This design comes from an exercise in tuning for small area, a short achievable clock period and few clock cycles per item on the open sky130 flow, not from production work.
In this exercise RTL edits were held to simulation tests only and were not proved equivalent to the original.

## flow/design.v (module list and top-level ports; edited modules follow where they fit)
// module kwla_sq52: 3885 lines
// module kwla_fa: 4 lines
// module kwla_acc: 195 lines
module kwla_acc (
    input  wire        clk,
    input  wire        rst,          
    input  wire        cmd_valid,
    output wire        cmd_ready,
    input  wire        cmd_op,       
    input  wire [3:0]  cmd_ch,       
    input  wire [63:0] cmd_x,        
    output reg         rsp_valid,
    output wire [3:0]  rsp_cause,    
    input  wire [3:0]  rd_ch,
    output wire [63:0] rd_acc,
    output wire [31:0] rd_cnt
);
  // ...
==> flow/flow/run.sh <==
#!/bin/bash
# The standard ORFS layout (the standard.sh, unchanged synthesis, floorplan,
# power grid, placement, CTS and routing) with a larger setup margin for
# ORFS's repair_timing steps, so that timing repair keeps optimising the
# register-to-register paths well below the 28 ns clock. The SDC (clock
# period, I/O delays, loads) is the standard flow's, unchanged.
set -euo pipefail
bash standard.sh SETUP_SLACK_MARGIN=15 finish > standard_flow.log 2>&1
==> flow/standard.sh <==
#!/bin/bash
# synth_recipe.tcl (not shown) runs the flow's synth.tcl, then flattens the netlist and writes it again
# the make line also repeats each setting of config.mk as NAME=value (left out here)
make -C /OpenROAD-flow-scripts/flow DESIGN_CONFIG=/design/flow/config.mk WORK_HOME=/design/flow/orfs CLKGATE_MAP_FILE= SYNTH_SCRIPT=/design/flow/synth_recipe.tcl "${@:-finish}"
==> flow/config.mk <==
export PLATFORM = sky130hd
export DESIGN_NAME = kwla_acc
export DESIGN_NICKNAME = kwla_acc
export VERILOG_FILES = /design/flow/design.v
export SDC_FILE = /design/flow/constraint.sdc
export NUM_CORES = 4
export LEC_CHECK = 0
export CAP_MARGIN = 20
export CORE_MARGIN = 2
export CORE_UTILIZATION = 40
export SLEW_MARGIN = 20
export SYNTH_HIERARCHICAL = 1
export SYNTH_MINIMUM_KEEP_SIZE = 0
==> flow/constraint.sdc <==
create_clock -name core_clock -period 28.0 [get_ports {clk}]
set_input_delay 5.6000 -clock core_clock [delete_from_list [all_inputs] [get_ports {clk}]]
set_output_delay 5.6000 -clock core_clock [all_outputs]
set_load 0.01 [all_outputs]
==> summary.txt, run 1 <==
multi-input gate count - 7892
clock buffers created by TritonCTS - 97
synth top area cells - fa_1 (26%), edfxtp_1 (24%), nand2_1 (7.6%)
total vias in the final route - 88100
amount of wire on met2 after detailed routing - 194000 um
clock tree from TritonCTS - built
number of buffers inserted for hold repair after clock tree synthesis - 0
clock slew at the register clock pins of the worst setup and hold paths - 60 ps
hold violation count in the final report - 0
headroom to the max-slew limit - 14.2%
register bank with the most flops - g_lane.acc_r
standard cell area after detailed placement - 0.0982 mm^2
Util after Layout - 46.0%
total number of nets in the final design - 11400
clk sink count - 908
number of flip-flops under the largest register name - 504
run status - timing/DRC/antenna clean
hold depth - 0
crit path to - rd_acc[21]
Critical path origin - rd_ch[3]
FILL cells - 22200
xor/xnor cell area share of the yosys netlist - 2.02%
Worst-Skew Late Latency - 810 ps
most used standard cell by instance count after synthesis - nand2_1
worst flop-to-flop path startpoint - sel2[1]
Testbench counts, summed over its fixed seeds: cycles 12,012, items 12,000.
==> run 2, diff against run 1 <==
--- a/flow/config.mk
+++ b/flow/config.mk
@@ -7,7 +7,8 @@
 export LEC_CHECK = 0
 export CAP_MARGIN = 20
 export CORE_MARGIN = 2
-export CORE_UTILIZATION = 40
+export CORE_UTILIZATION = 55
+export PLACE_DENSITY = 0.68
 export SLEW_MARGIN = 20
 export SYNTH_HIERARCHICAL = 1
 export SYNTH_MINIMUM_KEEP_SIZE = 0
==> summary.txt, run 2 <==
number of enable-type register cells in the synthesized netlist - 760 (unchanged)
top cell type's share of synthesized area - 26.5% (unchanged)
sequential cell area - 0.0259 mm^2 (was 0.0260 mm^2)
most common cell after layout, fill and taps aside - nand2_1 (unchanged)
clock root buffer - clkbuf_16 (unchanged)
maximum number of pins on one net before global-route repair - 64 (was 75)
first-pass GRT wire length - 597000 um (was 616000 um)
Largest regs - g_lane.acc_r (504), g_lane.cnt_r (256) (unchanged)
clock buffers created by TritonCTS - 95 (was 97)
cell count after synthesis - 9855 (unchanged)
final wirelength - 423000 um (was 448000 um)
fraction of final layout cells with drive strength greater than 1 - 13.4% (was 14.1%)
global-route congestion overflow total - 0 (unchanged)
Max Fclk - 0.0755 GHz (was 0.0759 GHz)
setup total negative slack - 0 ps (unchanged)
setup repair after global routing missed its margin - true (unchanged)
FILL cells - 13900 (was 22200)
final critical delay including setup and external delays - 13240 ps (was 13180 ps)
clock tree from TritonCTS - built (unchanged)
critical path fanouts, max - 11 (was 8)
DRC - 0 (unchanged)
synth top area cells - fa_1 (26%), edfxtp_1 (24%), nand2_1 (7.6%) (unchanged)
synthesized area per cell - 9.83 um^2 (unchanged)
weighted congestion reported at the end of routability-driven placement - 1.07 (was 1.05)
register area share after synthesis - 26.6% (unchanged)
data required time at the worst endpoint - 22400 ps (about the same)
post-synth top area cell - fa_1 (unchanged)
total vias in the final route - 87700 (was 88100)
summed instance area of the synthesized netlist - 0.0968 mm^2 (unchanged)
number of buffers inserted by port buffering - 173 (unchanged)
number of standard-cell rows in the floorplan - 153 (was 180)
Critical Setup Path Class - input pin to output pin (unchanged)
total number of nets in the final design - 11300 (was 11400)
most numerous cell types in the synthesized netlist - nand2_1 (1968), fa_1 (1280), edfxtp_1 (760), nor2_1 (757), a22oi_1 (661) (unchanged)
top_reg_cell synth - edfxtp_1 (unchanged)
maximum number of buffers from clock root to sink - 3 (unchanged)
register bank with the most flops - g_lane.acc_r (unchanged)
vias per cell - 7.20 (was 6.70)
Critical Path Start Type - input pin (unchanged)
overall die height - 424 um (was 496 um)
Tightest Pin Transition - 1260 ps (was 1280 ps)
most used standard cell by instance count after synthesis - nand2_1 (unchanged)
CP Data Arrival Time - 7640 ps (was 7580 ps)
starting density of the core - 55.5% (was 40.3%)
Post-Route Skew - 102 ps (was 110 ps)
Max Slew Vio Count - 0 (unchanged)
total non-filler cell area in the finished layout - 0.108 mm^2 (was 0.111 mm^2)
detailed-router iteration count before antenna repair - 8 (was 9)
overall die area - 0.179 mm^2 (was 0.246 mm^2)
H-tree levels - 3 (unchanged)
number of I/O pins - 178 (unchanged)
Die Span X - 424 um (was 496 um)
final period utilization - 47.3% (was 47.1%)
synthesis-to-finish area growth - 11.8% (was 14.3%)
number of flip-flops under the largest register name - 504 (unchanged)
count of yosys warnings during synthesis - 7 (unchanged)
clk sink count - 908 (unchanged)
routed wire length per instance - 34.8 um (was 34.1 um)
Floorplan Core Area - 0.174 mm^2 (was 0.241 mm^2)
endpoint kind of the worst setup timing path - output pin (unchanged)
number of violations reported at the end of detailed-routing iteration 0 - 13600 (was 13300)
HPWL Detailed - 261000 um (was 269000 um)
remaining antenna violation count after routing - 0 (unchanged)
commonest cells after routing, fill and taps aside - nand2_1 (1930), fa_1 (1276), edfxtp_1 (760) (was nand2_1 (1931), fa_1 (1276), edfxtp_1 (760))
Worst-Skew Late Latency - 790 ps (was 810 ps)
hold violation count in the final report - 0 (unchanged)
Overall Global Routing Usage - 45.5% (was 34.3%)
worst min-delay path class - flop to flop (unchanged)
run status - timing/DRC/antenna clean (unchanged)
clock slew at the register clock pins of the worst setup and hold paths - 60 ps (about the same)
fraction of registers with async set/reset - 0% (unchanged)
number of library cell types mapped by synthesis - 123 (unchanged)
standard cell area after detailed placement - 0.0971 mm^2 (was 0.0982 mm^2)
area of the multi-input gates - 0.0667 mm^2 (was 0.0664 mm^2)
initial antenna violation count - 9 (was 19)
headroom to the max-slew limit - 13.6% (was 14.2%)
vias in the first global route - 87300 (was 86800)
max capacitance violation total - 0 (unchanged)
flop2flop setup slack - 15190 ps (was 15250 ps)
number of synthesized register bits - 908 (unchanged)
Final setup violation count - 0 (unchanged)
-- run 2: cell counts after synthesis --
No cell type changed its count.
-- run 2: layer usage --
metal | wire length (um) | global-route usage (%)
met5 | 163 | 0
met4 | 37000 | 32.0
met1 | 144000 | 56.9
met2 | 182000 | 67.8
met3 | 59400 | 13.2
-- run 2: critical path, cell delays in order --
cell             delay [ps]
buf_16                  120
nor4_4                  410
clkbuf_16               270
buf_16                  180
a22oi_1                 120
nand4_1                 110
o21ai_0                 100
nand2_1                 150
clkdlybuf4s50_1         560
-- run 2: cells by family (layout without fill, tap and decap cells) --
kind of cell,after synthesis,in the layout,synth area share [%]
fa+ha+maj,1471,1471,28.9
simple gates,3695,3715,16.9
compound gates,2221,2221,15.8
flops,908,908,26.6
mux,203,203,2.21
buf+inv,1133,1047,7.56
other cells,4,63,0.0155
xor+xnor,220,220,2.02
-- run 2: through the flow --
| stage | hold slack, ps | utilization (%) | setup WS, ps | std cells |
|---|---|---|---|---|
| floorplan | 310 | - | 14270 | 9911 |
| CTS | 329 | 60.4 | 14860 | 12000 |
| global placement | 314 | 55.7 | 9560 | 11600 |
| detailed placement | 313 | 55.7 | 9570 | 11600 |
| finish | 328 | 62.1 | 14760 | 12200 |
| global route | 334 | 62.1 | 14730 | 12200 |
-- run 2: final timing paths --
check,from,endpoint,cells after the start
max,rd_ch[0],rd_acc[6],9
min,ch1[3],chbad2,0
max reg2reg,sel2[3],g_lane[6].acc_r[11],46
min reg2reg,ch1[3],chbad2,0
-- run 2: layout make-up --
cell class / instances / share of cell area, %
multi-input cells: 7890 / 61.6
well taps: 2325 / 2.69
flip-flops and latches: 908 / 24.0
diodes: 3 / 0.00693
clock buffers: 117 / 2.34
clock inverters: 61 / 0.701
inverters: 137 / 0.482
repair buffers: 732 / 8.24
-- run 2: repair_timing --
| item | CTS | global route |
|---|---|---|
| endpoints found under the setup margin | 1414 | 1054 |
| buffers inserted | 155 | 101 |
| gates resized for setup | 710 | 413 |
| hold buffers | 0 | 0 |
| gates cloned | 70 | 30 |
| pin swaps | 90 | 114 |
-- run 2: Yosys stat by module (local to each module, per instance) --
module,flip-flops and latches,copies in the design,cells inside,area (um^2)
kwla_sq52,0,1,1904,10100
kwla_fa,0,1275,1,20.0
kwla_acc,908,1,6676,61200
==> run 3, diff against run 2 <==
--- a/flow/config.mk
+++ b/flow/config.mk
@@ -12,3 +12,4 @@
 export SLEW_MARGIN = 20
 export SYNTH_HIERARCHICAL = 1
 export SYNTH_MINIMUM_KEEP_SIZE = 0
+export TNS_END_PERCENT = 0
==> summary.txt, run 3 <==
hold depth - 0 (unchanged)
most used standard cell by instance count after synthesis - nand2_1 (unchanged)
run status - timing/DRC/antenna clean (unchanged)
summed instance area of the synthesized netlist - 0.0968 mm^2 (unchanged)
initial antenna violation count - 13 (was 9)
H-tree levels - 3 (unchanged)
total vias in the final route - 86500 (was 87700)
vias per cell - 7.19 (was 7.20)
global-route congestion overflow total - 0 (unchanged)
cell count after synthesis - 9855 (unchanged)
setup repair after global routing missed its margin - true (unchanged)
worst flop-to-flop path startpoint - x1[43] (was sel2[3])
Tightest Pin Transition - 1230 ps (was 1260 ps)
CP Data Arrival Time - 7820 ps (was 7640 ps)
critical path fanouts, max - 13 (was 11)
clock slew at the register clock pins of the worst setup and hold paths - 60 ps (about the same)
number of I/O pins - 178 (unchanged)
DRC - 0 (unchanged)
headroom to the max-slew limit - 17.7% (was 13.6%)
Overall Global Routing Usage - 45.8% (was 45.5%)
Max Fclk - 0.0745 GHz (was 0.0755 GHz)
terminus of the critical flop-to-flop path - p2[58] (was g_lane[6].acc_r[11])
number of library cell types mapped by synthesis - 123 (unchanged)
Max Slew Vio Count - 0 (unchanged)
Floorplan Core Area - 0.174 mm^2 (unchanged)
register area share after synthesis - 26.6% (unchanged)
clock root buffer - clkbuf_16 (unchanged)
number of violations reported at the end of detailed-routing iteration 0 - 12900 (was 13600)
vias in the first global route - 86500 (was 87300)
Worst-Skew Late Latency - 760 ps (was 790 ps)
detailed-router iteration count before antenna repair - 10 (was 8)
overall die height - 424 um (unchanged)
fraction of final layout cells with drive strength greater than 1 - 10.8% (was 13.4%)
setup total negative slack - 0 ps (unchanged)
top_reg_cell synth - edfxtp_1 (unchanged)
total number of nets in the final design - 11200 (was 11300)
Largest regs - g_lane.acc_r (504), g_lane.cnt_r (256) (unchanged)
synthesis-to-finish area growth - 8.87% (was 11.8%)
hold violation count in the final report - 0 (unchanged)
max capacitance violation total - 0 (unchanged)
Post-Route Skew - 75.0 ps (was 102 ps)
number of enable-type register cells in the synthesized netlist - 760 (unchanged)
routed wire length per instance - 35.1 um (was 34.8 um)
total non-filler cell area in the finished layout - 0.105 mm^2 (was 0.108 mm^2)
logic depth of the worst register-to-register path - 39 (was 46)
number of flip-flops under the largest register name - 504 (unchanged)
Endpoint, Worst Hold - op2 (was chbad2)
clock tree from TritonCTS - built (unchanged)
clock buffers created by TritonCTS - 95 (unchanged)
worst min-delay path class - flop to flop (unchanged)
top cell type's share of synthesized area - 26.5% (unchanged)
most numerous cell types in the synthesized netlist - nand2_1 (1968), fa_1 (1280), edfxtp_1 (760), nor2_1 (757), a22oi_1 (661) (unchanged)
weighted congestion reported at the end of routability-driven placement - 1.05 (was 1.07)
number of standard-cell rows in the floorplan - 153 (unchanged)
fraction of registers with async set/reset - 0% (unchanged)
endpoint kind of the worst setup timing path - output pin (unchanged)
commonest cells after routing, fill and taps aside - nand2_1 (1936), fa_1 (1277), edfxtp_1 (760) (was nand2_1 (1930), fa_1 (1276), edfxtp_1 (760))
register bank with the most flops - g_lane.acc_r (unchanged)
post-synth top area cell - fa_1 (unchanged)
starting density of the core - 55.5% (unchanged)
clk sink count - 908 (unchanged)
count of yosys warnings during synthesis - 7 (unchanged)
Critical Setup Path Class - input pin to output pin (unchanged)
maximum number of pins on one net before global-route repair - 63 (was 64)
final wirelength - 422000 um (was 423000 um)
remaining antenna violation count after routing - 0 (unchanged)
overall die area - 0.179 mm^2 (unchanged)
HPWL Detailed - 267000 um (was 261000 um)
source of the worst hold timing path - op1 (was ch1[3])
maximum number of buffers from clock root to sink - 3 (unchanged)
Final setup violation count - 0 (unchanged)
standard cell area after detailed placement - 0.0972 mm^2 (was 0.0971 mm^2)
flop2flop setup slack - 14820 ps (was 15190 ps)
Die Span X - 424 um (unchanged)
number of buffers inserted by port buffering - 173 (unchanged)
final period utilization - 47.9% (was 47.3%)
first-pass GRT wire length - 599000 um (was 597000 um)
Critical Path Start Type - input pin (unchanged)
synthesized area per cell - 9.83 um^2 (unchanged)
synth top area cells - fa_1 (26%), edfxtp_1 (24%), nand2_1 (7.6%) (unchanged)
number of synthesized register bits - 908 (unchanged)
number of buffers inserted for hold repair after clock tree synthesis - 0 (unchanged)
data required time at the worst endpoint - 22400 ps (about the same)
most common cell after layout, fill and taps aside - nand2_1 (unchanged)
number of inserted diodes - 0 (was 3)
final critical delay including setup and external delays - 13420 ps (was 13240 ps)
## run 3: cell counts after synthesis
Identical to the previous run, type by type.
## run 3: critical path, stage by stage
cell and delay, ps:
buf_4 170, nor4b_4 390, buf_4 190, clkbuf_16 150, bufbuf_16 330, a222oi_1 110
nand3_1 100, o21ai_0 130, a31oi_2 320, dlygate4sd2_1 310
## run 3: how the worst max path moves through the flow
stage,startpoint,to
after floorplan,sel2[3],g_lane[1].acc_r[0]
after global placement,sel2[0],g_lane[7].acc_r[35]
after detailed placement,sel2[0],g_lane[7].acc_r[30]
after CTS,x1[40],p2[62]
after global routing,sel2[0],g_lane[3].acc_r[6]
final,rd_ch[3],rd_acc[26]
## run 3: metrics by stage
step           util [%]  setup slack, ps  hold WS, ps  instances
2_1_floorplan         -            14270          310       9911
3_3_place_gp       55.7             9110          310      11700
3_5_place_dp       55.7             8960          312      11700
4_1_cts            59.6            14760          327      12000
5_1_grt            60.4            14520          348      12000
6_report           60.4            14580          328      12000
## run 3: logic make-up after synthesis
| family | count (synthesis) | synth area share [%] |
|---|---|---|
| AO/OA/AOI/OAI | 2221 | 15.8 |
| other | 4 | 0.0155 |
| AND/OR/NAND/NOR | 3695 | 16.9 |
| adder cells (fa/ha/maj) | 1471 | 28.9 |
| XOR/XNOR | 220 | 2.02 |
| flip-flops | 908 | 26.6 |
| buffers and inverters | 1133 | 7.56 |
| multiplexers | 203 | 2.21 |
## run 3: per-layer routing
layer / up-vias / GRT usage (%) / share of wire (%)
li1: 34500 / - / -
met5: - / 0 / 0.036
met3: 1883 / 13.8 / 14
met2: 7328 / 69.0 / 43
met4: 14 / 32.3 / 8.8
met1: 42800 / 56.5 / 34
## run 3: what timing repair did
| item | CTS | global route |
|---|---|---|
| endpoints found under the setup margin | 1408 | 1067 |
| buffers inserted | 89 | 46 |
| gates resized for setup | 459 | 183 |
| endpoints found under the hold margin | 0 | 0 |
| pin swaps | 58 | 41 |
| gates cloned | 52 | 15 |
## run 3: final cells by class
cell class	instances	area (um^2)
clock buffers	121	2510
clock inverters	52	510
well taps	2325	2910
fillers	14400	69000
flip-flops and latches	908	25900
multi-input cells	7888	66000
inverters	137	522
repair buffers	599	7040
## run 3: per-module statistics from Yosys, one instance, submodules excluded
module     cell area, um^2  times used  cells inside
kwla_acc             61200           1          6676
kwla_sq52            10100           1          1904
kwla_fa               20.0        1275             1
==> module kwla_acc, before the edit <==
module kwla_acc (
    input  wire        clk,
    input  wire        rst,          
    input  wire        cmd_valid,
    output wire        cmd_ready,
    input  wire        cmd_op,       
    input  wire [3:0]  cmd_ch,       
    input  wire [63:0] cmd_x,        
    output reg         rsp_valid,
    output wire [3:0]  rsp_cause,    
    input  wire [3:0]  rd_ch,
    output wire [63:0] rd_acc,
    output wire [31:0] rd_cnt
);
    localparam N_CH = 8;
    assign cmd_ready = 1'b1;
    integer k;
    reg        v1;
    reg        op1;
    reg [3:0]  ch1;
    reg [62:0] x1;           
    always @(posedge clk) begin
        v1  <= cmd_valid & ~rst;
        op1 <= cmd_op;
        ch1 <= cmd_ch;
        x1  <= cmd_x[62:0];
    end
    wire [10:0]  xe = x1[62:52];
    wire [105:0] ra_n, rb_n;
    kwla_sq52 u_sq (
        .f    (x1[51:0]),
        .ra_n (ra_n),
        .rb_n (rb_n)
    );
    wire [51:0] plo  = {1'b0, ra_n[50:0]} + {1'b0, rb_n[50:0]} + 52'd1;
    wire [54:0] pwn  = ra_n[105:51] + rb_n[105:51] + {54'd0, plo[51]};
    wire [54:0] pw   = ~pwn;
    wire        pst  = |x1[25:0];
    wire        ptop = pw[54];
    wire        pnorm = xe[10] | xe[9];
    wire [53:0] ptn  = ptop ? pw[54:1] : pw[53:0];
    wire        psn  = pst | (ptop & pw[0]);
    wire [8:0]  psa9 = ~xe[8:0];                             
    wire [4:0]  psa  = (|psa9[8:5]) ? 5'd31 : psa9[4:0];
    wire [52:0] pwh  = pw[54:2];
    wire [52:0] pts  = pwh >> {psa, 1'b0};
    reg  [52:0] pmask;
    always @* begin
        for (k = 0; k < 53; k = k + 1)
            pmask[k] = ({psa, 1'b0} > k);
    end
    wire        pss  = pst | pw[1] | pw[0] | (|(pwh & pmask));
    wire [53:0] pt   = pnorm ? ptn : {1'b0, pts};
    wire        pstk = pnorm ? psn : pss;
    wire [52:0] pm   = pt[53:1];
    wire        pg   = pt[0];
    wire [53:0] pmr  = {1'b0, pm} + {53'd0, pg & (pstk | pm[0])};
    wire [11:0] pe0  = {xe, 1'b0} - 12'd1023;
    wire [11:0] pe1  = {xe, 1'b0} - 12'd1022;
    wire [11:0] pe2  = {xe, 1'b0} - 12'd1021;
    wire        po0  = ({xe, 1'b0} >= 12'd3070);              
    wire        po1  = ({xe, 1'b0} >= 12'd3069);
    wire        po2  = ({xe, 1'b0} >= 12'd3068);
    reg  [11:0] pen;
    reg         pon;
    always @* begin
        case ({ptop, pmr[53]})
            2'b00:   begin pen = pe0; pon = po0; end
            2'b11:   begin pen = pe2; pon = po2; end
            default: begin pen = pe1; pon = po1; end
        endcase
    end
    wire [10:0] pe_next   = pnorm ? pen[10:0] : {10'd0, pmr[52]};
    wire        povf_next = pnorm & pon;
    reg        v2;
    reg        op2;
    reg [7:0]  sel2;         
    reg        chbad2;
    reg        xbad2;
    reg [62:0] p2;
    reg        povf2;
    always @(posedge clk) begin
        v2     <= v1 & ~rst;
        op2    <= op1;
        for (k = 0; k < N_CH; k = k + 1)
            sel2[k] <= (ch1[2:0] == k);
        chbad2 <= ch1[3];
        xbad2  <= (xe == 11'h7FF);
        p2     <= {pe_next, pmr[51:0]};
        povf2  <= povf_next;
    end
    wire [62:0] acc_q [0:N_CH-1];
    wire [31:0] cnt_q [0:N_CH-1];
    reg  [62:0] acc_cur;
    reg  [31:0] cnt_cur;
    always @* begin
        acc_cur = 63'd0;
        cnt_cur = 32'd0;
        for (k = 0; k < N_CH; k = k + 1) begin
            acc_cur = acc_cur | ({63{sel2[k]}} & acc_q[k]);
            cnt_cur = cnt_cur | ({32{sel2[k]}} & cnt_q[k]);
        end
    end
    wire [10:0] ea = acc_cur[62:52];
    wire [10:0] ep = p2[62:52];
    wire        hA = |ea;
    wire        hP = |ep;
    wire [10:0] eA = {ea[10:1], ea[0] | ~hA};
    wire [10:0] eP = {ep[10:1], ep[0] | ~hP};
    wire [52:0] mA = {hA, acc_cur[51:0]};
    wire [52:0] mP = {hP, p2[51:0]};
    wire [11:0] dAP  = {1'b0, eA} - {1'b0, eP};
    wire [11:0] dPA  = {1'b0, eP} - {1'b0, eA};
    wire        aBig = ~dAP[11];
    wire [10:0] d    = aBig ? dAP[10:0] : dPA[10:0];
    wire [10:0] eB   = aBig ? eA : eP;
    wire [52:0] mB   = aBig ? mA : mP;
    wire [52:0] mS   = aBig ? mP : mA;
    wire [5:0]  sh   = (|d[10:6]) ? 6'd63 : d[5:0];
    wire [54:0] sx   = {mS, 2'b00};
    wire [54:0] sal  = sx >> sh;
    reg  [54:0] smask;
    always @* begin
        for (k = 0; k < 55; k = k + 1)
            smask[k] = (sh > k);
    end
    wire        sstk = |(sx & smask);
    wire [56:0] sum  = {1'b0, mB, 3'b000} + {1'b0, sal, sstk};
    wire        sc   = sum[56];
    wire [52:0] am   = sc ? sum[56:4] : sum[55:3];
    wire        ag   = sc ? sum[3] : sum[2];
    wire        ast  = sc ? (|sum[2:0]) : (|sum[1:0]);
    wire [53:0] amr  = {1'b0, am} + {53'd0, ag & (ast | am[0])};
    wire [10:0] eB1  = eB + 11'd1;
    wire [10:0] eB2  = eB + 11'd2;
    wire        eBo1 = (eB == 11'd2046);                     
    wire        eBo2 = (eB >= 11'd2045);                     
    reg  [10:0] aen;
    reg         aovf;
    always @* begin
        case ({sc, amr[53]})
            2'b00:   begin aen = eB;  aovf = 1'b0; end
            2'b11:   begin aen = eB2; aovf = eBo2; end
            default: begin aen = eB1; aovf = eBo1; end
        endcase
    end
    wire [10:0] ae     = (amr[53] | amr[52]) ? aen : 11'd0;
    wire [62:0] a_next = {ae, amr[51:0]};
    wire        cfull = &cnt_cur;
    wire        acc_ok = v2 & op2 & ~chbad2 & ~xbad2;        
    wire        ok    = ~cfull & ~povf2 & ~aovf;
    wire        clr   = rst | (v2 & ~op2);
    wire [62:0] acc_d = clr ? 63'd0 : a_next;
    wire [31:0] cnt_d = clr ? 32'd0 : (cnt_cur + 32'd1);
    genvar gc;
    generate
        for (gc = 0; gc < N_CH; gc = gc + 1) begin : g_lane
            wire en = clr | (acc_ok & sel2[gc] & ok);
            reg [62:0] acc_r;
            reg [31:0] cnt_r;
            always @(posedge clk) begin
                if (en) begin
                    acc_r <= acc_d;
                    cnt_r <= cnt_d;
                end
            end
            assign acc_q[gc] = acc_r;
            assign cnt_q[gc] = cnt_r;
        end
    endgenerate
    wire e_ch = chbad2;
    wire e_x  = ~chbad2 & xbad2;
    wire e_ov = ~chbad2 & ~xbad2 & ~ok;
    reg  rc3, rc0;
    always @(posedge clk) begin
        rsp_valid <= v2 & ~rst;
        rc3 <= op2 & (e_x | e_ov);
        rc0 <= op2 & (e_ch | e_ov);
    end
    assign rsp_cause = {rc3, 1'b0, rc0 & ~rc3, rc0};
    reg [62:0] rd_a;
    reg [31:0] rd_c;
    always @* begin
        rd_a = 63'd0;
        rd_c = 32'd0;
        for (k = 0; k < N_CH; k = k + 1) begin
            if (rd_ch == k) begin
                rd_a = acc_q[k];
                rd_c = cnt_q[k];
            end
        end
    end
    assign rd_acc = {1'b0, rd_a};
    assign rd_cnt = rd_c;
endmodule
==> run 4, diff against run 3 <==
--- a/flow/design.v
+++ b/flow/design.v
@@ -3980,16 +3980,33 @@
     end
     wire [62:0] acc_q [0:N_CH-1];
     wire [31:0] cnt_q [0:N_CH-1];
-    reg  [62:0] acc_cur;
-    reg  [31:0] cnt_cur;
-    always @* begin
-        acc_cur = 63'd0;
-        cnt_cur = 32'd0;
-        for (k = 0; k < N_CH; k = k + 1) begin
-            acc_cur = acc_cur | ({63{sel2[k]}} & acc_q[k]);
-            cnt_cur = cnt_cur | ({32{sel2[k]}} & cnt_q[k]);
+    wire [62:0] acc_cur;
+    wire [31:0] cnt_cur;
+    wire [62:0] rd_a;
+    wire [31:0] rd_c;
+    wire [7:0]  rd_sel;      
+    genvar gb, gl;
+    generate
+        for (gl = 0; gl < N_CH; gl = gl + 1) begin : g_rdsel
+            assign rd_sel[gl] = (rd_ch == gl);
         end
-    end
+        for (gb = 0; gb < 63; gb = gb + 1) begin : g_amux
+            wire [7:0] d;
+            for (gl = 0; gl < N_CH; gl = gl + 1) begin : g_l
+                assign d[gl] = acc_q[gl][gb];
+            end
+            kwla_mux8 u_cur (.s(sel2),   .d(d), .y(acc_cur[gb]));
+            kwla_mux8 u_rd  (.s(rd_sel), .d(d), .y(rd_a[gb]));
+        end
+        for (gb = 0; gb < 32; gb = gb + 1) begin : g_cmux
+            wire [7:0] d;
+            for (gl = 0; gl < N_CH; gl = gl + 1) begin : g_l
+                assign d[gl] = cnt_q[gl][gb];
+            end
+            kwla_mux8 u_cur (.s(sel2),   .d(d), .y(cnt_cur[gb]));
+            kwla_mux8 u_rd  (.s(rd_sel), .d(d), .y(rd_c[gb]));
+        end
+    endgenerate
     wire [10:0] ea = acc_cur[62:52];
     wire [10:0] ep = p2[62:52];
     wire        hA = |ea;
@@ -4067,18 +4084,13 @@
         rc0 <= op2 & (e_ch | e_ov);
     end
     assign rsp_cause = {rc3, 1'b0, rc0 & ~rc3, rc0};
-    reg [62:0] rd_a;
-    reg [31:0] rd_c;
-    always @* begin
-        rd_a = 63'd0;
-        rd_c = 32'd0;
-        for (k = 0; k < N_CH; k = k + 1) begin
-            if (rd_ch == k) begin
-                rd_a = acc_q[k];
-                rd_c = cnt_q[k];
-            end
-        end
-    end
     assign rd_acc = {1'b0, rd_a};
     assign rd_cnt = rd_c;
 endmodule
+module kwla_mux8 (
+    input  wire [7:0] s,
+    input  wire [7:0] d,
+    output wire       y
+);
+    assign y = |(s & d);
+endmodule
--- a/flow/config.mk
+++ b/flow/config.mk
@@ -7,8 +7,9 @@
 export LEC_CHECK = 0
 export CAP_MARGIN = 20
 export CORE_MARGIN = 2
-export CORE_UTILIZATION = 55
-export PLACE_DENSITY = 0.68
+export CORE_UTILIZATION = 62
+export CTS_BUF_LIST = sky130_fd_sc_hd__clkbuf_8
+export PLACE_DENSITY = 0.75
 export SLEW_MARGIN = 20
 export SYNTH_HIERARCHICAL = 1
 export SYNTH_MINIMUM_KEEP_SIZE = 0
==> summary.txt, run 4 <==
initial antenna violation count - 25 (was 13)
top_reg_cell synth - edfxtp_1 (unchanged)
total number of nets in the final design - 11200 (about the same)
Max Slew Vio Count - 0 (unchanged)
Critical Path Start Type - input pin (unchanged)
summed instance area of the synthesized netlist - 0.0971 mm^2 (was 0.0968 mm^2)
most numerous cell types in the synthesized netlist - nand2_1 (2030), fa_1 (1280), a22oi_1 (792), edfxtp_1 (760), nor2_1 (526) (was nand2_1 (1968), fa_1 (1280), edfxtp_1 (760), nor2_1 (757), a22oi_1 (661))
number of synthesized register bits - 908 (unchanged)
number of buffers inserted for hold repair after clock tree synthesis - 0 (unchanged)
final period utilization - 47.4% (was 47.9%)
Worst-Skew Late Latency - 1000 ps (was 760 ps)
data required time at the worst endpoint - 22400 ps (about the same)
Critical path origin - rd_ch[1] (was rd_ch[3])
headroom to the max-slew limit - 20.8% (was 17.7%)
Largest regs - g_lane.acc_r (504), g_lane.cnt_r (256) (unchanged)
most used standard cell by instance count after synthesis - nand2_1 (unchanged)
Overall Global Routing Usage - 50.9% (was 45.8%)
number of I/O pins - 178 (unchanged)
delay of the slowest cell on the worst path - 410 ps (was 390 ps)
synthesis-to-finish area growth - 7.75% (was 8.87%)
cell count after synthesis - 9689 (was 9855)
maximum number of pins on one net before global-route repair - 76 (was 63)
most common cell after layout, fill and taps aside - nand2_1 (unchanged)
hold violation count in the final report - 0 (unchanged)
total vias in the final route - 88900 (was 86500)
top cell type's share of synthesized area - 26.4% (was 26.5%)
CP Data Arrival Time - 7670 ps (was 7820 ps)
global-route congestion overflow total - 0 (unchanged)
clk sink count - 908 (unchanged)
Max Fclk - 0.0754 GHz (was 0.0745 GHz)
clock buffers created by TritonCTS - 145 (was 95)
crit path to - rd_acc[38] (was rd_acc[26])
setup repair after global routing missed its margin - true (unchanged)
register area share after synthesis - 26.6% (about the same)
number of enable-type register cells in the synthesized netlist - 760 (unchanged)
number of library cell types mapped by synthesis - 130 (was 123)
max capacitance violation total - 0 (unchanged)
overall die height - 400 um (was 424 um)
final wirelength - 419000 um (was 422000 um)
Most common cell on crit path - buf_4 (unchanged)
overall die area - 0.160 mm^2 (was 0.179 mm^2)
final critical delay including setup and external delays - 13270 ps (was 13420 ps)
clock tree from TritonCTS - built (unchanged)
setup total negative slack - 0 ps (unchanged)
HPWL Detailed - 262000 um (was 267000 um)
first-pass GRT wire length - 589000 um (was 599000 um)
fraction of final layout cells with drive strength greater than 1 - 9.69% (was 10.8%)
endpoint kind of the worst setup timing path - output pin (unchanged)
run status - timing/DRC/antenna clean (unchanged)
vias in the first global route - 87500 (was 86500)
logic depth of the worst register-to-register path - 48 (was 39)
clock slew at the register clock pins of the worst setup and hold paths - 60 ps (about the same)
FILL cells - 11800 (was 14400)
terminus of the critical flop-to-flop path - g_lane[4].acc_r[29] (was p2[58])
number of violations reported at the end of detailed-routing iteration 0 - 14400 (was 12900)
H-tree levels - 4 (was 3)
detailed-router iteration count before antenna repair - 10 (unchanged)
weighted congestion reported at the end of routability-driven placement - 1.10 (was 1.05)
number of standard-cell rows in the floorplan - 145 (was 153)
clock root buffer - clkbuf_8 (was clkbuf_16)
Critical Setup Path Class - input pin to output pin (unchanged)
synth top area cells - fa_1 (26%), edfxtp_1 (24%), nand2_1 (7.8%) (was fa_1 (26%), edfxtp_1 (24%), nand2_1 (7.6%))
critical path, cell by cell - clkbuf_4 -> nand2_2 -> nor3_4 -> buf_4 -> buf_12 -> buf_4 -> a22oi_1 -> nand4_1 -> clkdlybuf4s15_1 (was buf_4 -> nor4b_4 -> buf_4 -> clkbuf_16 -> bufbuf_16 -> a222oi_1 -> nand3_1 -> o21ai_0 -> a31oi_2 -> dlygate4sd2_1)
remaining antenna violation count after routing - 0 (unchanged)
count of yosys warnings during synthesis - 7 (unchanged)
flop2flop setup slack - 14890 ps (was 14820 ps)
commonest cells after routing, fill and taps aside - nand2_1 (2026), fa_1 (1277), a22oi_1 (789) (was nand2_1 (1936), fa_1 (1277), edfxtp_1 (760))
DRC - 0 (unchanged)
starting density of the core - 62.3% (was 55.5%)
synthesized area per cell - 10.0 um^2 (was 9.83 um^2)
register bank with the most flops - g_lane.acc_r (unchanged)
Tightest Pin Transition - 1180 ps (was 1230 ps)
routed wire length per instance - 35.6 um (was 35.1 um)
maximum number of buffers from clock root to sink - 3 (unchanged)
Final setup violation count - 0 (unchanged)
fraction of registers with async set/reset - 0% (unchanged)
Floorplan Core Area - 0.156 mm^2 (was 0.174 mm^2)
worst min-delay path class - flop to flop (unchanged)
Die Span X - 400 um (was 424 um)
Util after Layout - 67.1% (was 60.4%)
worst flop-to-flop path startpoint - sel2[4] (was x1[43])
number of flip-flops under the largest register name - 504 (unchanged)
Worst path slowest cell - nand4_1 (was nor4b_4)
post-synth top area cell - fa_1 (unchanged)
number of buffers inserted by port buffering - 173 (unchanged)
critical path fanouts, max - 11 (was 13)
Post-Route Skew - 93.3 ps (was 75.0 ps)
vias per cell - 7.55 (was 7.19)
run 4: cell count changes in the layout (fill, tap and decap cells not counted), moves of 43 or more:
cell / delta
a22oi_1: +128
buf_4: -66
clkbuf_16: -92
clkbuf_8: +149
inv_1: +43
nand2_1: +90
nor2_1: -218
o21ai_0: -87
run 4: routing by layer:
metal | vias to the layer above | track usage (%) | part of all wire [%]
met5 | - | 0.0908 | 0.037
met4 | 24 | 41.4 | 10
met3 | 2486 | 18.2 | 16
met2 | 8653 | 73.6 | 42
met1 | 43100 | 61.3 | 32
li1 | 34700 | - | -
run 4: modules after synthesis (local to each module, per instance):
module / cell area (um^2) / flops+latches / times used / cells
kwla_acc: 54600 / 908 / 1 / 5560
kwla_sq52: 10100 / 0 / 1 / 1904
kwla_mux8: 36.3 / 0 / 190 / 5
kwla_fa: 20.0 / 0 / 1275 / 1
run 4: metrics by stage:
| stage | worst slack (ps) | hold WS (ps) | cells | instance area [um^2] |
|---|---|---|---|---|
| 3_5_place_dp | 9920 | 312 | 11300 | 97300 |
| 6_report | 14730 | 325 | 11800 | 105000 |
| 3_3_place_gp | 10050 | 312 | 11300 | 97300 |
| 4_1_cts | 14730 | 326 | 11700 | 103000 |
| 2_1_floorplan | 14030 | 310 | 9745 | 97400 |
| 5_1_grt | 14640 | 335 | 11800 | 105000 |
run 4: timing repair:
action | CTS | global route
setup buffers | 67 | 54
pin swaps | 50 | 27
gates cloned | 40 | 20
gates resized for setup | 334 | 248
endpoints found under the setup margin | 1376 | 1070
run 4: worst max-delay path, delay by kind of cell:
kind | cells | cell delay, ps
buf+inv | 5 | 1160
simple gates | 3 | 760
compound gates | 1 | 140
run 4: cells by family (layout without fill, tap and decap cells):
| logic type | count (synthesis) | after routing | synth area share (%) |
|---|---|---|---|
| and+or+nand+nor | 3563 | 3565 | 16.4 |
| AOI/OAI and AO/OA | 2338 | 2348 | 17.0 |
| adders and majority gates | 1472 | 1472 | 28.9 |
| buffers and inverters | 983 | 938 | 7.02 |
| DFF | 908 | 908 | 26.6 |
| xor gates and xnor gates | 222 | 222 | 2.02 |
| muxes | 199 | 199 | 2.14 |
| other | 4 | 73 | 0.0155 |
run 4: layout make-up:
| cell class | instances | area, um^2 | share of cell area [%] |
|---|---|---|---|
| tap | 2058 | 2570 | 2.46 |
| clock inverter | 108 | 802 | 0.767 |
| clock buffer | 147 | 2020 | 1.93 |
| sequential | 908 | 25900 | 24.8 |
| inverter | 142 | 553 | 0.529 |
| antenna | 13 | 32.5 | 0.0311 |
| multi-input combinational | 7866 | 66000 | 63.1 |
| timing repair buffer | 541 | 6670 | 6.37 |
run 4: worst min path at each step:
stage | start | end | cells past startpoint
after floorplan | ch1[3] | chbad2 | 0
after global placement | ch1[3] | chbad2 | 0
after detailed placement | ch1[3] | chbad2 | 0
after CTS | ch1[3] | chbad2 | 0
after global routing | op1 | op2 | 0
final | ch1[3] | chbad2 | 0
Testbench counts of run 4, summed over its fixed seeds: cycles 12,012, items 12,000.
==> run 5, diff against run 4 <==
--- a/flow/config.mk
+++ b/flow/config.mk
@@ -13,4 +13,4 @@
 export SLEW_MARGIN = 20
 export SYNTH_HIERARCHICAL = 1
 export SYNTH_MINIMUM_KEEP_SIZE = 0
-export TNS_END_PERCENT = 0
+export TNS_END_PERCENT = 10
==> summary.txt, run 5 <==
detailed-router iteration count before antenna repair - 9 (was 10)
overall die height - 400 um (unchanged)
clock slew at the register clock pins of the worst setup and hold paths - 60 ps (about the same)
commonest cells after routing, fill and taps aside - nand2_1 (2026), fa_1 (1277), a22oi_1 (790) (was nand2_1 (2026), fa_1 (1277), a22oi_1 (789))
Max Slew Vio Count - 0 (unchanged)
synth top area cells - fa_1 (26%), edfxtp_1 (24%), nand2_1 (7.8%) (unchanged)
final wirelength - 419000 um (about the same)
number of library cell types mapped by synthesis - 130 (unchanged)
run status - timing/DRC/antenna clean (unchanged)
critical path fanouts, max - 12 (was 11)
number of violations reported at the end of detailed-routing iteration 0 - 14600 (was 14400)
fraction of registers with async set/reset - 0% (unchanged)
count of yosys warnings during synthesis - 7 (unchanged)
number of buffers inserted by port buffering - 173 (unchanged)
delay of the slowest cell on the worst path - 450 ps (was 410 ps)
overall die area - 0.160 mm^2 (unchanged)
vias per cell - 7.54 (was 7.55)
maximum number of buffers from clock root to sink - 3 (unchanged)
number of synthesized register bits - 908 (unchanged)
most used standard cell by instance count after synthesis - nand2_1 (unchanged)
Worst path slowest cell - nand4_1 (unchanged)
total number of nets in the final design - 11200 (about the same)
clock buffers created by TritonCTS - 145 (unchanged)
synthesized area per cell - 10.0 um^2 (unchanged)
Max Fclk - 0.0745 GHz (was 0.0754 GHz)
number of standard-cell rows in the floorplan - 145 (unchanged)
final critical delay including setup and external delays - 13420 ps (was 13270 ps)
clock tree from TritonCTS - built (unchanged)
most used routing layer - met2 (unchanged)
DRC - 0 (unchanged)
total vias in the final route - 88900 (about the same)
summed instance area of the synthesized netlist - 0.0971 mm^2 (unchanged)
max capacitance violation total - 0 (unchanged)
register bank with the most flops - g_lane.acc_r (unchanged)
fraction of final layout cells with drive strength greater than 1 - 9.99% (was 9.69%)
CP Data Arrival Time - 7820 ps (was 7670 ps)
starting density of the core - 62.3% (unchanged)
Tightest Pin Transition - 1230 ps (was 1180 ps)
Critical Setup Path Class - input pin to output pin (unchanged)
weighted congestion reported at the end of routability-driven placement - 1.10 (unchanged)
FILL cells - 11800 (about the same)
worst min-delay path class - flop to flop (unchanged)
global-route congestion overflow total - 0 (unchanged)
routing usage on met3 - 18.5% (was 18.2%)
number of enable-type register cells in the synthesized netlist - 760 (unchanged)
top_reg_cell synth - edfxtp_1 (unchanged)
most common cell after layout, fill and taps aside - nand2_1 (unchanged)
cell count after synthesis - 9689 (unchanged)
Largest regs - g_lane.acc_r (504), g_lane.cnt_r (256) (unchanged)
clk sink count - 908 (unchanged)
Critical Path Start Type - input pin (unchanged)
Floorplan Core Area - 0.156 mm^2 (unchanged)
Die Span X - 400 um (unchanged)
Post-Route Skew - 95.1 ps (was 93.3 ps)
Final setup violation count - 0 (unchanged)
initial antenna violation count - 19 (was 25)
number of buffers inserted for hold repair after clock tree synthesis - 0 (unchanged)
critical path, cell by cell - clkdlybuf4s18_2 -> nand2b_4 -> nor2_4 -> buf_4 -> bufbuf_16 -> a22oi_1 -> nand4_1 -> clkdlybuf4s15_1 (was clkbuf_4 -> nand2_2 -> nor3_4 -> buf_4 -> buf_12 -> buf_4 -> a22oi_1 -> nand4_1 -> clkdlybuf4s15_1)
top cell type's share of synthesized area - 26.4% (unchanged)
data required time at the worst endpoint - 22400 ps (about the same)
H-tree levels - 4 (unchanged)
clock root buffer - clkbuf_8 (unchanged)
setup repair after global routing missed its margin - true (unchanged)
post-synth top area cell - fa_1 (unchanged)
final period utilization - 47.9% (was 47.4%)
routed wire length per instance - 35.5 um (was 35.6 um)
hold violation count in the final report - 0 (unchanged)
number of flip-flops under the largest register name - 504 (unchanged)
Worst-Skew Late Latency - 960 ps (was 1000 ps)
most numerous cell types in the synthesized netlist - nand2_1 (2030), fa_1 (1280), a22oi_1 (792), edfxtp_1 (760), nor2_1 (526) (unchanged)
maximum number of pins on one net before global-route repair - 76 (unchanged)
standard cell area after detailed placement - 0.0973 mm^2 (unchanged)
number of I/O pins - 178 (unchanged)
remaining antenna violation count after routing - 0 (unchanged)
register area share after synthesis - 26.6% (unchanged)
headroom to the max-slew limit - 17.9% (was 20.8%)
vias in the first global route - 87700 (was 87500)
HPWL Detailed - 262000 um (unchanged)
Overall Global Routing Usage - 51.4% (was 50.9%)
total non-filler cell area in the finished layout - 0.105 mm^2 (about the same)
M1 GR Usage - 61.7% (was 61.3%)
first-pass GRT wire length - 593000 um (was 589000 um)
synthesis-to-finish area growth - 7.85% (was 7.75%)
endpoint kind of the worst setup timing path - output pin (unchanged)
met2 capacity usage during global routing - 74.3% (was 73.6%)
setup total negative slack - 0 ps (unchanged)
==> run 5: layer usage <==
layer  share of wire [%]  vias up
li1                    -    34700
met1                  32    43100
met2                  42     8641
met3                  16     2390
met4                  11       14
met5               0.020        -
==> run 5: layout make-up <==
type                            count  area (um^2)  share of cell area [%]
Clock inverter                    108          802                   0.766
Multi-Input combinational cell   7865        66100                    63.1
Tap cell                         2058         2570                    2.46
Clock buffer                      147         2020                    1.93
Inverter                          142          553                   0.528
Timing Repair Buffer              557         6700                    6.40
Sequential cell                   908        25900                    24.8
Antenna cell                        7         17.5                  0.0167
==> run 5: through the flow <==
step / utilization [%] / instances / worst slack [ps] / hold WS, ps
after floorplan: - / 9745 / 14030 / 310
after global placement: 62.4 / 11300 / 10050 / 312
after detailed placement: 62.4 / 11300 / 9920 / 312
after CTS: 66.1 / 11700 / 14730 / 326
after global routing: 67.2 / 11800 / 14620 / 335
final: 67.2 / 11800 / 14580 / 325
==> run 5: logic make-up after synthesis <==
group / share of synthesized area [%]
adder cells (fa/ha/maj): 28.9
AO/OA/AOI/OAI: 17.0
buffers and inverters: 7.02
XOR/XNOR: 2.02
multiplexers: 2.14
other: 0.0155
AND/OR/NAND/NOR: 16.4
flip-flops: 26.6
==> run 5: worst paths after layout <==
check                              start         end  slack, ps  cells past startpoint
worst min register to register    ch1[3]      chbad2        330                      0
worst max register to register    x1[20]      p2[55]      14870                     40
worst min-delay path              ch1[3]      chbad2        330                      0
worst max-delay path            rd_ch[3]  rd_acc[38]      14580                      8
==> run 5: repair_timing <==
| item | 4_1_cts | 5_1_grt |
|---|---|---|
| buffers inserted | 73 | 67 |
| setup endpoints to repair | 1376 | 1044 |
| pin swaps | 53 | 36 |
| gates cloned | 46 | 10 |
| gates resized for setup | 348 | 242 |
==> run 5: worst max-delay path: cells and delay by family <==
kind                   cells  cell delay [ps]
AO/OA/AOI/OAI              1              190
AND/OR/NAND/NOR            3              790
buffers and inverters      4             1210
==> run 5: Yosys stat by module (local to each module, per instance) <==
module	copies in the design	cells inside	flip-flops and latches
kwla_fa	1275	1	0
kwla_acc	1	5560	908
kwla_sq52	1	1904	0
kwla_mux8	190	5	0

[separate check: timing with driven ports]
The flow's constraints put no driver on any port. The routed layouts listed below were extracted and timed again, unchanged, in two steps. Step 1 (the two cells are an assumption about what drives the block):
set clk [get_ports {clk}]
set_driving_cell -lib_cell sky130_fd_sc_hd__clkbuf_16 $clk
set_driving_cell -lib_cell sky130_fd_sc_hd__buf_2 [delete_from_list [all_inputs] $clk]
Step 2 times the ports against the registers' clock, not the clock port: input delays grow and output delays shrink by t, the midpoint of the rising clock arrivals with the driver on. Slacks: ideal ports / drivers / drivers and shift; pairs: ideal ports / drivers.
run | t (ns) | setup WS [ns] | slew at the worst register clock pin (ns)
run 1 | 0.840 | 14.821 / 14.768 / 14.768 | 0.08 / 0.08
run 2 | 0.826 | 14.757 / 14.691 / 14.691 | 0.07 / 0.07
run 3 | 0.812 | 14.584 / 14.552 / 14.552 | 0.07 / 0.07
run 4 | 1.029 | 14.730 / 14.700 / 14.700 | 0.07 / 0.07
run 5 | 0.989 | 14.584 / 14.546 / 14.546 | 0.07 / 0.07
After both steps every run listed still meets setup and hold. The setup slack of run 2, which loses most, moves by -0.066 ns with the drivers and by -0.066 ns with both steps.
